This design comes from an exercise in tuning for small area on the open sky130 flow, not from production work. In this exercise RTL edits were held to simulation tests only and were not proved equivalent to the original. No driver is modelled on the clock port, so clocking that relies on it looks cheaper here than on a real chip.

==> v3 <==
==> flow/design.v (excerpt) <==
module ow_emu (
    input  wire        clk,
    input  wire        rst,
    input  wire [2:0]  fam,
    input  wire        cmd_valid,
    output wire        cmd_ready,
    input  wire [7:0]  opsel,
    input  wire [15:0] a16,
    input  wire [7:0]  d8,
    output reg         rsp_valid,
    output wire [3:0]  status,
    output wire        ok,
    output wire [7:0]  rdata,
    input  wire        ow_in,
    output wire        ow_pull
);
    localparam [3:0] ST_OK = 4'd0, ST_ERR_ROLE = 4'd2, ST_ERR_ILLEGAL = 4'd3,
                     ST_ERR_RANGE = 4'd4, ST_ERR_UNSUP = 4'd5;
    localparam [7:0] OP_NOP = 8'h00, OP_CRC_CLR = 8'h01, OP_CRC_BIT = 8'h02,
                     OP_CRC_BYTE = 8'h03, OP_CRC_GET = 8'h05,
                     OP_ROM_WR = 8'h08, OP_ROM_RD = 8'h09, OP_ROM_VALID = 8'h0A,
                     OP_ROM_APPLY = 8'h0B, OP_MEM_WR = 8'h0C, OP_MEM_RD = 8'h0D,
                     OP_AREGS_WR = 8'h0E, OP_AREGS_RD = 8'h0F,
                     OP_EMU_START = 8'h20, OP_EMU_STOP = 8'h21;
    function [7:0] crc8_bit(input [7:0] c, input d);
        begin
            crc8_bit = (c >> 1) ^ ((c[0] ^ d) ? 8'h8C : 8'h00);
        end
    endfunction
    function [7:0] crc8_byte(input [7:0] c, input [7:0] b);
        integer i;
        reg [7:0] t;
        begin
            t = c;
            for (i = 0; i < 8; i = i + 1)
                t = crc8_bit(t, b[i]);
            crc8_byte = t;
        end
    endfunction
    reg [6:0] rc;
    reg [1:0] ac;
    always @(posedge clk) begin
        rc <= rc + 7'd1;
        ac <= (ac == 2'd2) ? 2'd0 : ac + 2'd1;
    end
    reg [7:0] crc;
    reg       cs;             
    wire       slave;
    wire [2:0] sl_msel;
    wire [7:0] sl_mtap;
    reg       legal;
    reg       need_off;       
    reg       in_range;
    reg       is_rom, is_mem, is_areg, is_seq;
    always @(*) begin
        legal    = 1'b1;
        need_off = 1'b0;
        in_range = 1'b1;
        is_rom   = 1'b0;
        is_mem   = 1'b0;
        is_areg  = 1'b0;
        is_seq   = 1'b0;
        case (opsel)
            OP_NOP, OP_CRC_CLR, OP_CRC_BIT, OP_CRC_BYTE, OP_CRC_GET: ;
            OP_ROM_VALID: is_seq = 1'b1;
  ...
==> flow/config.mk <==
export PLATFORM = sky130hd
export DESIGN_NAME = ow_emu
export DESIGN_NICKNAME = ow_emu
export VERILOG_FILES = /design/flow/design.v
export SDC_FILE = /design/flow/constraint.sdc
export NUM_CORES = 4
export LEC_CHECK = 0
export ABC_AREA = 1
export CAP_MARGIN = 20
export CORE_MARGIN = 2
export CORE_UTILIZATION = 55
export CTS_CLUSTER_DIAMETER = 80
export CTS_CLUSTER_SIZE = 30
export PLACE_DENSITY = 0.7
export SLEW_MARGIN = 20
==> flow/constraint.sdc <==
create_clock -name core_clock -period 10.0 [get_ports {clk}]
set_input_delay 2.0000 -clock core_clock [delete_from_list [all_inputs] [get_ports {clk}]]
set_output_delay 2.0000 -clock core_clock [all_outputs]
set_load 0.01 [all_outputs]
standard.sh (not shown) runs the stock make flow with config.mk's settings and CLKGATE_MAP_FILE= SYNTH_SCRIPT=/design/flow/synth_recipe.tcl, a recipe that flattens the netlist after the stock synthesis.
==> flow/flow/run.sh <==
#!/bin/bash
# Layout flow: the standard flow (standard synthesis and ORFS steps, unchanged
# scripts), with two settings passed to ORFS through its own variables:
#  - CTS without dummy loads (the clock tree's balancing cells add area only);
#  - port buffers made of the smallest buffer cell.
# make's output goes to standard.log; each ORFS step keeps its own log in orfs/logs/.
set -euo pipefail
cd "$(dirname "$0")/.."
export CTS_ARGS="-sink_clustering_enable -repair_clock_nets -sink_clustering_size ${CTS_SIZE:-30} -sink_clustering_max_diameter ${CTS_DIAM:-80} -dont_use_dummy_load"
export BUFFER_PORTS_ARGS="-buffer_cell sky130_fd_sc_hd__buf_1"
bash standard.sh > standard.log 2>&1
test -f out/final.def
==> v38: changes against v3 <==
--- a/flow/design.v
+++ b/flow/design.v
@@ -67,23 +67,21 @@
             end else begin
                 if (m_cur) buf_q[j] <= src[j];
             end
         end
     end
     wire [7:0] cmd_byte = {slot_bit, pb};
-    wire hold_end = od ? (cnt == 11'd16) : (cnt == 11'd120);
-    wire pd_end   = (state == S_PDH) ? (cnt == 11'd119) : (cnt == 11'd479);
+    wire c120     = (cnt == 11'd120);
+    wire hold_end = od ? (cnt == 11'd16) : c120;
+    wire pd_end   = (state == S_PDH) ? c120 : (cnt == 11'd600);
     always @(posedge clk) begin
         line_q <= ow_in;
-        if (in_pd) begin
-            cnt <= pd_end ? 11'd0 : cnt + 11'd1;
-        end else if (fall) begin
+        if ((fall && !in_pd) || ev_reset)
             cnt <= 11'd1;
-        end else if (low_act && !ow_in && !is_std_rst) begin
+        else if (in_pd || (low_act && !ow_in && !is_std_rst))
             cnt <= cnt + 11'd1;
-        end
         if (listening) begin
             if (fall)
                 low_act <= 1'b1;
             else if (rise)
                 low_act <= 1'b0;
         end else begin
@@ -111,13 +109,12 @@
             low_act <= 1'b0;
             ow_pull <= 1'b0;
         end else if (ev_reset) begin
             od      <= 1'b0;
             rom_st  <= 1'b0;
             state   <= S_PDH;
-            cnt     <= 11'd0;
             ow_pull <= 1'b0;
         end else begin
             case (state)
                 S_PDH: begin
                     if (pd_end) begin
                         state   <= S_PDL;
@@ -300,21 +297,22 @@
     end
     wire role_bad = (need_off && slave) || (opsel == OP_EMU_STOP && !slave);
     wire unsup    = (opsel == OP_EMU_START) && (fam > 3'd5);
     wire refuse   = !legal || role_bad || unsup || !in_range;
     wire at_rom  = (rc[2:0] == a16[2:0]);
     wire at_mem  = (rc[4:0] == a16[4:0]);
-    wire at_areg = (ac == a16[1:0]);
+    wire at_areg = (ac == a16[1:0]) || (a16[1:0] == 2'd3);
     wire seq_end = cs && (rc[2:0] == 3'd7);
     wire here    = is_rom ? at_rom : is_mem ? at_mem : is_areg ? at_areg :
-                   is_seq ? seq_end : 1'b1;
-    assign cmd_ready = !cmd_valid || refuse || here;
+                   is_seq ? (seq_end || (need_off && slave)) : 1'b1;
+    assign cmd_ready = !cmd_valid || here;
     wire go  = cmd_valid && cmd_ready && !rst;
     wire run = go && !refuse;
     wire seq       = cmd_valid && is_seq && !refuse && !rst;
-    wire seq_start = seq && !cs && (rc[2:0] == 3'd0);
+    wire seq_clr   = seq && !cs && (rc[2:0] == 3'd7);
+    wire seq_start = seq && cs && (rc[2:0] == 3'd0);
     wire apply     = opsel[0];    
     reg  [63:0] rom_r;
     reg  [23:0] areg_r;
     wire [7:0]  rom_tap  = rom_r[7:0];
     wire [7:0]  areg_tap = areg_r[7:0];
     wire rom_wr  = (run && opsel == OP_ROM_WR) || (seq && apply && (seq_start || seq_end));
@@ -345,68 +343,69 @@
                 always @(posedge clk)
                     mem_r[8*s +: 8] <= mem_r[8*s-8 +: 8];
             end
         end
     endgenerate
     assign sl_mtap = mem_tap[sk];
-    wire [7:0] cb_c = seq_start ? 8'h00 : crc;
     wire [7:0] cb_b = (is_seq && !(seq_start && apply)) ? rom_tap : d8;
-    wire [7:0] crc_b = crc8_byte(cb_c, cb_b);
+    wire [7:0] crc_b = crc8_byte(crc, cb_b);
     wire [7:0] crc_1 = crc8_bit(crc, d8[0]);
     always @(posedge clk) begin
         if (rst) begin
             crc <= 8'h00;
             cs  <= 1'b0;
         end else begin
-            if (seq_start)
+            if (seq_clr)
                 cs <= 1'b1;
             else if (seq_end)
                 cs <= 1'b0;
-            if (seq && !seq_end)
+            if (seq_clr)
+                crc <= 8'h00;
+            else if (seq && cs && !seq_end)
                 crc <= crc_b;
             else if (run) begin
                 case (opsel)
                     OP_CRC_CLR:  crc <= 8'h00;
                     OP_CRC_BIT:  crc <= crc_1;
                     OP_CRC_BYTE: crc <= crc_b;
                     default: ;
                 endcase
             end
         end
     end
-    localparam [2:0] RS_ZERO = 3'd0, RS_CRC = 3'd1, RS_ROM = 3'd2, RS_AREG = 3'd3, RS_MEM = 3'd4;
-    reg [2:0] st_q;
-    reg [2:0] rs;
+    reg [3:0] rcode;
     reg [1:0] rk;
-    reg       rvalid;      
     always @(posedge clk) begin
         rsp_valid <= go;
-        st_q      <= !legal ? ST_ERR_ILLEGAL[2:0] : role_bad ? ST_ERR_ROLE[2:0] :
-                     unsup ? ST_ERR_UNSUP[2:0] : !in_range ? ST_ERR_RANGE[2:0] : ST_OK[2:0];
-        rvalid    <= (opsel == OP_ROM_VALID);
         rk        <= pk;
-        rs        <= RS_ZERO;
-        if (!refuse) begin
+        rcode     <= 4'd0;
+        if (!legal)         rcode <= 4'd8 + ST_ERR_ILLEGAL;
+        else if (role_bad)  rcode <= 4'd8 + ST_ERR_ROLE;
+        else if (unsup)     rcode <= 4'd8 + ST_ERR_UNSUP;
+        else if (!in_range) rcode <= 4'd8 + ST_ERR_RANGE;
+        else begin
             case (opsel)
-                OP_CRC_BIT, OP_CRC_BYTE, OP_CRC_GET, OP_ROM_VALID, OP_ROM_APPLY: rs <= RS_CRC;
-                OP_ROM_RD:   rs <= RS_ROM;
-                OP_MEM_RD:   rs <= RS_MEM;
-                OP_AREGS_RD: rs <= RS_AREG;
+                OP_CRC_BIT, OP_CRC_BYTE, OP_CRC_GET, OP_ROM_APPLY: rcode <= 4'd1;
+                OP_ROM_VALID: rcode <= 4'd2;
+                OP_ROM_RD:    rcode <= 4'd3;
+                OP_AREGS_RD:  rcode <= 4'd4;
+                OP_MEM_RD:    rcode <= 4'd5;
                 default: ;
             endcase
         end
     end
     wire [7:0] rom_1  = rom_r[15:8];
     wire [7:0] areg_1 = areg_r[15:8];
     wire [7:0] mem_1  = mem_r[256*rk + 8 +: 8];
-    assign status = {1'b0, st_q};
-    assign ok     = (st_q == 3'd0) && (!rvalid || (crc == rom_1));
-    assign rdata  = (rs == RS_CRC)  ? crc :
-                    (rs == RS_ROM)  ? rom_1 :
-                    (rs == RS_AREG) ? areg_1 :
-                    (rs == RS_MEM)  ? mem_1 : 8'h00;
+    assign status = {1'b0, rcode[2:0] & {3{rcode[3]}}};
+    assign ok     = !rcode[3] && ((rcode[2:0] != 3'd2) || (crc == rom_1));
+    assign rdata  = rcode[3] ? 8'h00 :
+                    (rcode[2:0] == 3'd1 || rcode[2:0] == 3'd2) ? crc :
+                    (rcode[2:0] == 3'd3) ? rom_1 :
+                    (rcode[2:0] == 3'd4) ? areg_1 :
+                    (rcode[2:0] == 3'd5) ? mem_1 : 8'h00;
     ow_slave u_slave (
         .clk      (clk),
         .rst      (rst),
         .start    (run && opsel == OP_EMU_START),
         .stop     (run && opsel == OP_EMU_STOP),
         .fam      (fam),
==> flow/flow/run.sh (replaced) <==
#!/bin/bash
# Layout flow: the standard flow (standard synthesis and ORFS steps, unchanged
# scripts), with two settings passed to ORFS through its own variables:
#  - CTS without dummy loads (the clock tree's balancing cells add area only);
#  - port buffers made of the smallest buffer cell.
# make's output goes to standard.log; each ORFS step keeps its own log in orfs/logs/.
set -euo pipefail
cd "$(dirname "$0")/.."
export CTS_ARGS="-sink_clustering_enable -repair_clock_nets -sink_clustering_size 11 -sink_clustering_max_diameter 40 -buf_list sky130_fd_sc_hd__clkbuf_4 -dont_use_dummy_load"
export BUFFER_PORTS_ARGS="-buffer_cell sky130_fd_sc_hd__buf_1"
bash standard.sh > standard.log 2>&1
test -f out/final.def
Settings changed: ABC_AREA 1 to 0, CTS_CLUSTER_DIAMETER 80 to unset, CTS_CLUSTER_SIZE 30 to unset.
==> v6: changes against v3 <==
--- a/flow/design.v
+++ b/flow/design.v
@@ -67,23 +67,21 @@
             end else begin
                 if (m_cur) buf_q[j] <= src[j];
             end
         end
     end
     wire [7:0] cmd_byte = {slot_bit, pb};
-    wire hold_end = od ? (cnt == 11'd16) : (cnt == 11'd120);
-    wire pd_end   = (state == S_PDH) ? (cnt == 11'd119) : (cnt == 11'd479);
+    wire c120     = (cnt == 11'd120);
+    wire hold_end = od ? (cnt == 11'd16) : c120;
+    wire pd_end   = (state == S_PDH) ? c120 : (cnt == 11'd600);
     always @(posedge clk) begin
         line_q <= ow_in;
-        if (in_pd) begin
-            cnt <= pd_end ? 11'd0 : cnt + 11'd1;
-        end else if (fall) begin
+        if ((fall && !in_pd) || ev_reset)
             cnt <= 11'd1;
-        end else if (low_act && !ow_in && !is_std_rst) begin
+        else if (in_pd || (low_act && !ow_in && !is_std_rst))
             cnt <= cnt + 11'd1;
-        end
         if (listening) begin
             if (fall)
                 low_act <= 1'b1;
             else if (rise)
                 low_act <= 1'b0;
         end else begin
@@ -111,13 +109,12 @@
             low_act <= 1'b0;
             ow_pull <= 1'b0;
         end else if (ev_reset) begin
             od      <= 1'b0;
             rom_st  <= 1'b0;
             state   <= S_PDH;
-            cnt     <= 11'd0;
             ow_pull <= 1'b0;
         end else begin
             case (state)
                 S_PDH: begin
                     if (pd_end) begin
                         state   <= S_PDL;
@@ -300,21 +297,22 @@
     end
     wire role_bad = (need_off && slave) || (opsel == OP_EMU_STOP && !slave);
     wire unsup    = (opsel == OP_EMU_START) && (fam > 3'd5);
     wire refuse   = !legal || role_bad || unsup || !in_range;
     wire at_rom  = (rc[2:0] == a16[2:0]);
     wire at_mem  = (rc[4:0] == a16[4:0]);
-    wire at_areg = (ac == a16[1:0]);
+    wire at_areg = (ac == a16[1:0]) || (a16[1:0] == 2'd3);
     wire seq_end = cs && (rc[2:0] == 3'd7);
     wire here    = is_rom ? at_rom : is_mem ? at_mem : is_areg ? at_areg :
-                   is_seq ? seq_end : 1'b1;
-    assign cmd_ready = !cmd_valid || refuse || here;
+                   is_seq ? (seq_end || (need_off && slave)) : 1'b1;
+    assign cmd_ready = !cmd_valid || here;
     wire go  = cmd_valid && cmd_ready && !rst;
     wire run = go && !refuse;
     wire seq       = cmd_valid && is_seq && !refuse && !rst;
-    wire seq_start = seq && !cs && (rc[2:0] == 3'd0);
+    wire seq_clr   = seq && !cs && (rc[2:0] == 3'd7);
+    wire seq_start = seq && cs && (rc[2:0] == 3'd0);
     wire apply     = opsel[0];    
     reg  [63:0] rom_r;
     reg  [23:0] areg_r;
     wire [7:0]  rom_tap  = rom_r[7:0];
     wire [7:0]  areg_tap = areg_r[7:0];
     wire rom_wr  = (run && opsel == OP_ROM_WR) || (seq && apply && (seq_start || seq_end));
@@ -345,68 +343,69 @@
                 always @(posedge clk)
                     mem_r[8*s +: 8] <= mem_r[8*s-8 +: 8];
             end
         end
     endgenerate
     assign sl_mtap = mem_tap[sk];
-    wire [7:0] cb_c = seq_start ? 8'h00 : crc;
     wire [7:0] cb_b = (is_seq && !(seq_start && apply)) ? rom_tap : d8;
-    wire [7:0] crc_b = crc8_byte(cb_c, cb_b);
+    wire [7:0] crc_b = crc8_byte(crc, cb_b);
     wire [7:0] crc_1 = crc8_bit(crc, d8[0]);
     always @(posedge clk) begin
         if (rst) begin
             crc <= 8'h00;
             cs  <= 1'b0;
         end else begin
-            if (seq_start)
+            if (seq_clr)
                 cs <= 1'b1;
             else if (seq_end)
                 cs <= 1'b0;
-            if (seq && !seq_end)
+            if (seq_clr)
+                crc <= 8'h00;
+            else if (seq && cs && !seq_end)
                 crc <= crc_b;
             else if (run) begin
                 case (opsel)
                     OP_CRC_CLR:  crc <= 8'h00;
                     OP_CRC_BIT:  crc <= crc_1;
                     OP_CRC_BYTE: crc <= crc_b;
                     default: ;
                 endcase
             end
         end
     end
-    localparam [2:0] RS_ZERO = 3'd0, RS_CRC = 3'd1, RS_ROM = 3'd2, RS_AREG = 3'd3, RS_MEM = 3'd4;
-    reg [2:0] st_q;
-    reg [2:0] rs;
+    reg [3:0] rcode;
     reg [1:0] rk;
-    reg       rvalid;      
     always @(posedge clk) begin
         rsp_valid <= go;
-        st_q      <= !legal ? ST_ERR_ILLEGAL[2:0] : role_bad ? ST_ERR_ROLE[2:0] :
-                     unsup ? ST_ERR_UNSUP[2:0] : !in_range ? ST_ERR_RANGE[2:0] : ST_OK[2:0];
-        rvalid    <= (opsel == OP_ROM_VALID);
         rk        <= pk;
-        rs        <= RS_ZERO;
-        if (!refuse) begin
+        rcode     <= 4'd0;
+        if (!legal)         rcode <= 4'd8 + ST_ERR_ILLEGAL;
+        else if (role_bad)  rcode <= 4'd8 + ST_ERR_ROLE;
+        else if (unsup)     rcode <= 4'd8 + ST_ERR_UNSUP;
+        else if (!in_range) rcode <= 4'd8 + ST_ERR_RANGE;
+        else begin
             case (opsel)
-                OP_CRC_BIT, OP_CRC_BYTE, OP_CRC_GET, OP_ROM_VALID, OP_ROM_APPLY: rs <= RS_CRC;
-                OP_ROM_RD:   rs <= RS_ROM;
-                OP_MEM_RD:   rs <= RS_MEM;
-                OP_AREGS_RD: rs <= RS_AREG;
+                OP_CRC_BIT, OP_CRC_BYTE, OP_CRC_GET, OP_ROM_APPLY: rcode <= 4'd1;
+                OP_ROM_VALID: rcode <= 4'd2;
+                OP_ROM_RD:    rcode <= 4'd3;
+                OP_AREGS_RD:  rcode <= 4'd4;
+                OP_MEM_RD:    rcode <= 4'd5;
                 default: ;
             endcase
         end
     end
     wire [7:0] rom_1  = rom_r[15:8];
     wire [7:0] areg_1 = areg_r[15:8];
     wire [7:0] mem_1  = mem_r[256*rk + 8 +: 8];
-    assign status = {1'b0, st_q};
-    assign ok     = (st_q == 3'd0) && (!rvalid || (crc == rom_1));
-    assign rdata  = (rs == RS_CRC)  ? crc :
-                    (rs == RS_ROM)  ? rom_1 :
-                    (rs == RS_AREG) ? areg_1 :
-                    (rs == RS_MEM)  ? mem_1 : 8'h00;
+    assign status = {1'b0, rcode[2:0] & {3{rcode[3]}}};
+    assign ok     = !rcode[3] && ((rcode[2:0] != 3'd2) || (crc == rom_1));
+    assign rdata  = rcode[3] ? 8'h00 :
+                    (rcode[2:0] == 3'd1 || rcode[2:0] == 3'd2) ? crc :
+                    (rcode[2:0] == 3'd3) ? rom_1 :
+                    (rcode[2:0] == 3'd4) ? areg_1 :
+                    (rcode[2:0] == 3'd5) ? mem_1 : 8'h00;
     ow_slave u_slave (
         .clk      (clk),
         .rst      (rst),
         .start    (run && opsel == OP_EMU_START),
         .stop     (run && opsel == OP_EMU_STOP),
         .fam      (fam),
==> flow/flow/run.sh (replaced) <==
#!/bin/bash
# Layout flow: the standard flow (standard synthesis and ORFS steps, unchanged
# scripts), with two settings passed to ORFS through its own variables:
#  - CTS without dummy loads (the clock tree's balancing cells add area only);
#  - port buffers made of the smallest buffer cell.
# make's output goes to standard.log; each ORFS step keeps its own log in orfs/logs/.
set -euo pipefail
cd "$(dirname "$0")/.."
export CTS_ARGS="-sink_clustering_enable -repair_clock_nets -sink_clustering_size ${CTS_SIZE:-36} -sink_clustering_max_diameter ${CTS_DIAM:-80} -dont_use_dummy_load"
export BUFFER_PORTS_ARGS="-buffer_cell sky130_fd_sc_hd__buf_1"
bash standard.sh > standard.log 2>&1
test -f out/final.def
Settings changed: ABC_AREA 1 to 0, CTS_CLUSTER_DIAMETER 80 to unset, CTS_CLUSTER_SIZE 30 to unset.
==> flow_summary.json <==
{
  "drt_wl_total_mm": 50.7,
  "max_freq_mhz": 170,
  "relSlewSlack": 0.426,
  "routed-wl-met3_mm": 2.22,
  "p_total_mw": 7.16,
  "cp_top_family": "simple AND/OR/NAND/NOR gates",
  "outcome": "no timing/DRC/antenna violations",
  "cts_max_level": 2,
  "p_seq_frac": 0.664
}
That was v3.
==> flow_summary.json <==
{
  "max_freq_mhz": 171,
  "p_total_mw": 6.80,
  "outcome": "no timing/DRC/antenna violations",
  "cts_max_level": 2,
  "relSlewSlack": 0.263,
  "p_seq_frac": 0.692
}
That was v6.
==> flow_summary.json <==
{
  "outcome": "no timing/DRC/antenna violations",
  "max_freq_mhz": 171,
  "synth_nets": 1991,
  "worstMarginPinSlew_ns": 1.15,
  "p_total_mw": 6.68,
  "p_seq_frac": 0.704,
  "relSlewSlack": 0.228,
  "cp_top_family": "compound AO/OA/AOI/OAI gates",
  "routed-wl-met3_mm": 2.70,
  "hold_class": "flip-flop to flip-flop"
}
That was v38.

-- what the ideal ports hide --
The results above use ideal ports. As a check the final layouts listed here were re-extracted and re-timed, cells and wires unchanged. Step 1 assumes that a clkbuf_16 drives the clock port and a buf_2 every other input. Step 2 moves the port delays by t, midway between the first and last clock arrival at a register: inputs arrive t later, outputs are due t later. That takes back most of the time a late clock gives input paths. Slacks: ideal ports / drivers / drivers and shift; pairs: ideal ports / drivers.
run | t (ns) | setup WS [ns] | latest minus earliest clock arrival (ns) | worst slew at a driven data input, ns
v3 | 0.639 | 4.104 / 4.080 / 4.080 | 0.098 / 0.097 | 0.05
v38 | 0.968 | 4.145 / 4.122 / 4.057 | 0.081 / 0.081 | 0.07
v6 | 0.630 | 4.136 / 4.113 / 4.074 | 0.082 / 0.082 | 0.08
After both steps setup and hold are still met in every run listed. The setup slack of v38, which loses most, moves by -0.023 ns with the drivers and by -0.088 ns with both steps.
